Background: an optimization exercise with open tools, aiming at small area, a short achievable clock period and few clock cycles per item. Do not read the settings as production practice. Only simulation tests tie the RTL to the original design; equivalence was not proved. Power and IR drop assume default switching activity.

// line_codec
module line_codec (
    input  wire        clk,
    input  wire        rst,           
    input  wire        cmd_valid,
    output wire        cmd_ready,
    input  wire [15:0] cmd,
    input  wire [7:0]  len,
    input  wire [63:0] line_in,
    input  wire [63:0] data_in,       
    output reg         done,
    output wire [15:0] rsp,
    output reg  [63:0] line_q,
    output reg  [63:0] data_q,
    output reg  [14:0] crc_q,
    output wire [7:0]  enstat_q
);
    genvar i;
    wire [3:0] op  = cmd[3:0];
    wire [1:0] fmt = cmd[5:4];
    wire       lb  = cmd[6];
    wire       rsv_ok = (cmd[15:7] == 9'd0);
    wire is_crc  = rsv_ok && (op == 4'h1);
    wire is_dec  = rsv_ok && (op == 4'h2);
    wire is_enc  = rsv_ok && (op == 4'h3);
    wire is_chk  = rsv_ok && (op == 4'h4);
    wire bad_format = (is_dec && (fmt == 2'd3)) ||
                      (is_enc && ((fmt == 2'd3) || (fmt == 2'd0)));
    wire len_gt8 = (len[7:4] != 4'd0) || (len[3] && (len[2:0] != 3'd0));
    wire len_gt6 = (len[7:3] != 5'd0) || (len[2:0] == 3'd7);
    wire bad_length = is_enc && ((fmt == 2'd1) ? (!lb && len_gt8)
                                               : ((fmt == 2'd2) && len_gt6));
    wire ok_crc  = is_crc && (fmt == 2'd0) && !lb;
    wire ok_dec  = is_dec && (fmt != 2'd3) && !lb;
    wire ok_enc  = is_enc && (fmt[1] ^ fmt[0]) && !(fmt[0] && lb) && !bad_length;
    wire ok_chk  = is_chk && (fmt == 2'd0) && !lb;
    wire bad_param = !(ok_crc || ok_dec || ok_enc || ok_chk);
    wire bad_opc   = bad_param && !bad_format && !bad_length;
    wire sel_d  = cmd[2] || (cmd[1] && cmd[0]);             
    wire sel_u  = !cmd[0] && !cmd[2] && (fmt == 2'd0);      
    wire sel_lh = !sel_d;                                   
    wire sel_ll = !sel_d && !sel_u;                         
    wire sel_lb = sel_d && fmt[1];                          
    wire [7:0] sel_dk;
    generate
        for (i = 0; i < 8; i = i + 1) begin : g_keep
            assign sel_dk[i] = sel_d && (cmd[2] || len[3] || (len[2:0] > i));
        end
    endgenerate
    wire [63:0] opnd_d;
    generate
        for (i = 0; i < 48; i = i + 1) begin : g_opl
            lc_ao222 u_op (.a(line_in[i]), .sa(sel_ll),
                           .b(line_in[i + 15]), .sb(sel_u),
                           .c(data_in[i]), .sc(sel_dk[i / 8]),
                           .y(opnd_d[i]));
        end
  ...
Size: about 230 flip-flops.
clock: 9.0 ns
lec_check: 0
abc_clock_period_in_ps: 3000
cap_margin: 20
core_margin: 2
core_utilization: 45
slew_margin: 20
synth_hierarchical: 1
synth_minimum_keep_size: 0
standard.sh (not shown) runs the stock make flow with config.mk's settings and CLKGATE_MAP_FILE= SYNTH_SCRIPT=/design/flow/synth_recipe.tcl, a recipe that flattens the netlist after the stock synthesis.
==> flow/flow/run.sh <==
#!/bin/bash
# Standard ORFS layout, with the port buffers made from the smallest buffer
# cell, a clock tree of clkbuf_8 (clusters of up to 12 sinks) without dummy loads, and the
# timing repair aimed at a setup slack of MARGIN ns at the 9 ns clock.
set -euo pipefail
MARGIN=$(cat flow/margin.txt)
bash standard.sh \
  BUFFER_PORTS_ARGS="-buffer_cell sky130_fd_sc_hd__buf_1" \
  CTS_ARGS="-sink_clustering_enable -repair_clock_nets -dont_use_dummy_load -buf_list {sky130_fd_sc_hd__clkbuf_8} -sink_clustering_size 12 -sink_clustering_max_diameter 40" \
  SETUP_SLACK_MARGIN=$MARGIN \
  finish > standard.log 2>&1
==> flow/flow/margin.txt <==
5.5
Testbench counts at the start, summed over its fixed seeds: cycles 4,808, items 4,800.
==> next run, changes <==
==> flow/flow/run.sh (replaced) <==
#!/bin/bash
# Standard ORFS layout, with the port buffers made from the smallest buffer
# cell, a clock tree of clkbuf_4/clkbuf_8 without dummy loads, and the
# timing repair aimed at a setup slack of MARGIN ns at the 9 ns clock,
# then downsizing of gates off the critical paths (RECOVER_POWER).
set -euo pipefail
MARGIN=$(cat flow/margin.txt)
bash standard.sh \
  BUFFER_PORTS_ARGS="-buffer_cell sky130_fd_sc_hd__buf_1" \
  CTS_ARGS="-sink_clustering_enable -repair_clock_nets -dont_use_dummy_load -buf_list {sky130_fd_sc_hd__clkbuf_4 sky130_fd_sc_hd__clkbuf_8}" \
  SETUP_SLACK_MARGIN=$MARGIN \
  RECOVER_POWER=100 \
  finish > standard.log 2>&1
After rerunning: The changed run finished but failed the layout checks on max-capacitance violations, max-slew violations; area after synthesis stays the same; clock power increases by 16%; global-route usage increases by 0.67 points; clock-buffer cell count increases by 8; non-clock buffer count increases by 3; power increases by about 3.3%; first-iteration DRC count decreases by 3.8%.

-- afterwards: timing with drivers on the ports --
Ports are ideal in the flow. The routed layouts listed here were re-timed in OpenROAD.
Step 1: set_driving_cell puts a clkbuf_16 on clk and a buf_2 on each other input, an assumption about the parent block.
Step 2 adds t to the input delays and takes it off the output delays; t is the mean of the earliest and latest rising clock arrival at the registers after step 1. Input paths then give back, and output paths get back, about the clock's delay inside the block.
Slacks: ideal / step 1 / step 2; pairs: ideal / step 1.
run	t (ns)	slack for setup (ns)	worst setup path at the end
the first run	0.594	5.601 / 5.601 / 5.083	input to register
the second run	0.547	3.330 / 3.330 / 3.270	input to register
The setup slack of the first run, which loses most, moves by 0.000 ns with the drivers and by -0.518 ns with both steps.
